Source: an optimization exercise on an open RTL-to-GDS flow (aim: small area and a short achievable clock period). Production flows keep margins and buffers that such runs may drop.
The RTL was checked by simulation tests, not by an equivalence proof against the original design.
Power and IR drop assume default switching activity.

==> inputs of v26 <==
## zre_mono
module zre_mono (
    input  wire        clk,
    input  wire        rst,
    input  wire        start,
    input  wire [6:0]  black,
    input  wire        skip,
    input  wire [15:0] width,
    input  wire        pix_valid,
    input  wire [7:0]  pix_r,
    input  wire [7:0]  pix_g,
    input  wire [7:0]  pix_b,
    input  wire [7:0]  pix_a,
    input  wire        pix_last,
    output reg         dark_valid,
    output reg         dark,
    output reg         res_valid,
    output wire        res_err,
    output reg  [15:0] box_x,
    output reg  [15:0] box_y,
    output reg  [15:0] box_w,
    output reg  [15:0] box_h
);
    reg  [6:0]  cfg_p;
    reg         cfg_err;
    reg         cfg_skip;
    reg  [15:0] cfg_w;
    always @(posedge clk) begin
        if (start) begin
            cfg_p    <= (black == 7'd0) ? 7'd50 : black;
            cfg_err  <= (black > 7'd99);
            cfg_skip <= skip;
            cfg_w    <= width;
        end
    end
    wire [6:0] cfg_pn = ~cfg_p;
    assign res_err = cfg_err;
    reg        s0_v, s0_last;
    reg [7:0]  s0_r, s0_g, s0_b, s0_a;
    always @(posedge clk) begin
        s0_v    <= pix_valid & ~rst;
        s0_last <= pix_last;
        s0_r    <= pix_r;
        s0_g    <= pix_g;
        s0_b    <= pix_b;
        s0_a    <= pix_a;
    end
    wire [7:0] s0_rn = ~s0_r;
    wire [7:0] s0_gn = ~s0_g;
    wire [7:0] s0_bn = ~s0_b;
    reg        s1_v, s1_last, s1_ok;
    reg [3:0]  s1_one, s1_two;
    reg [2:0]  s1_neg;
    reg [16:0] s1_d;
    wire d_1, d_2;
    zre_ha u_d_1 (.a(s0_r[2]), .b(s0_g[1]), .s(d_1), .co(d_2));
    wire d_3, d_4;
    zre_fa u_d_3 (.a(s0_r[3]), .b(s0_g[2]), .c(s0_g[4]), .s(d_3), .co(d_4));
    wire d_5, d_6;
    zre_fa u_d_5 (.a(s0_rn[0]), .b(s0_r[4]), .c(s0_g[3]), .s(d_5), .co(d_6));
    wire d_7, d_8;
    zre_ha u_d_7 (.a(s0_g[5]), .b(s0_bn[2]), .s(d_7), .co(d_8));
    wire d_9, d_10;
    zre_fa u_d_9 (.a(s0_rn[1]), .b(s0_r[5]), .c(s0_gn[0]), .s(d_9), .co(d_10));
    wire d_11, d_12;
    zre_fa u_d_11 (.a(s0_g[4]), .b(s0_g[6]), .c(s0_bn[3]), .s(d_11), .co(d_12));
    wire d_13, d_14;
    zre_fa u_d_13 (.a(s0_rn[2]), .b(s0_r[6]), .c(s0_gn[1]), .s(d_13), .co(d_14));
    wire d_15, d_16;
  ...
clock: 13.0 ns
lec_check: 0
cap_margin: 20
core_margin: 2
core_utilization: 40
place_density: 0.6
slew_margin: 20
synth_hierarchical: 1
synth_minimum_keep_size: 0
standard.sh (not shown) runs the stock make flow with config.mk's settings and CLKGATE_MAP_FILE= SYNTH_SCRIPT=/design/flow/synth_recipe.tcl, a recipe that flattens the netlist after the stock synthesis.
==> flow/flow/run.sh <==
#!/bin/bash
# Standard ORFS flow (the standard.sh): synthesis unchanged, then the
# layout with the ports buffered by buf_1 cells and setup repair aimed at a
# slack margin of 9.5 ns. Each step's output goes to its own log file here.
set -e
bash standard.sh synth > synth.log 2>&1
bash standard.sh "BUFFER_PORTS_ARGS=-buffer_cell sky130_fd_sc_hd__buf_1" SETUP_SLACK_MARGIN=9.5  finish > layout.log 2>&1
==> v9 (differences from v26) <==
==> flow/flow/run.sh (replaced) <==
#!/bin/bash
# Standard ORFS flow (the standard.sh): synthesis unchanged, then the
# layout with the ports buffered by buf_1 cells and setup repair aimed at a
# slack margin of 9.2 ns. Each step's output goes to its own log file here.
set -e
bash standard.sh synth > synth.log 2>&1
bash standard.sh "BUFFER_PORTS_ARGS=-buffer_cell sky130_fd_sc_hd__buf_1" SETUP_SLACK_MARGIN=9.2  finish > layout.log 2>&1
==> flow_summary_export.csv <==
group,metric,value,unit
cts,cts_resized,296,
power,p_comb_share,69.0,%
placement,post-dp-hpwl,24.6,mm
finish,buffers,212,
status,outcome,"no timing/DRC/antenna violations",
power,p_int,2.34,mW
route,met1_length,16.4,mm
route,routedWlPerCell,17.4,um
placement,place.gp.congestion,0.855,
global_route,globalRouteMet1Util,27.7,%
finish,drive_gt1_share,27.0,%
timing,max_freq,275,MHz
critical_path,cp_data_arrival_time,1.03,ns
route,wirelength,35.1,mm
The numbers above come from v26.

==> flow_summary_export.csv <==
group,metric,value,unit
status,outcome,"no timing/DRC/antenna violations",
placement,post-dp-hpwl,24.2,mm
cts,cts_resized,15,
route,wirelength,32.8,mm
finish,buffers,165,
logic_synthesis,netlist_instances,1385,
logic_synthesis,netlist-cell-type-count,58,
power,p_int,2.22,mW
power,fin_total_pwr,4.16,mW
placement,place.gp.congestion,0.846,
finish,nMultiInputCombCells,1013,
route,met1_length,15.9,mm
route,routedWlPerCell,16.7,um
finish,drive_gt1_share,13.2,%
global_route,globalRouteMet1Util,27.4,%
timing,max_freq,267,MHz
The numbers above come from v9.

==> what the ideal ports hide <==
In the flow no input, the clock included, has a driving cell. The finished layouts below were timed again as built, in two steps.
Step 1, drivers: a clkbuf_16 drives clk and a buf_2 each remaining input, both assumed.
Step 2 moves the port delays by t, midway between the first and last clock arrival at a register: inputs arrive t later, outputs are due t later. That takes back most of the time a late clock gives input paths.
Three values: ideal ports, drivers, drivers and shift; two values: the first two.
run | t (ns) | slack for setup (ns) | slew at the worst register clock pin (ns)
v26 | 0.492 | 9.366 / 9.315 / 9.432 | 0.08 / 0.08
v9 | 0.489 | 9.248 / 9.195 / 9.364 | 0.09 / 0.09
After both steps every run listed still meets setup and hold.
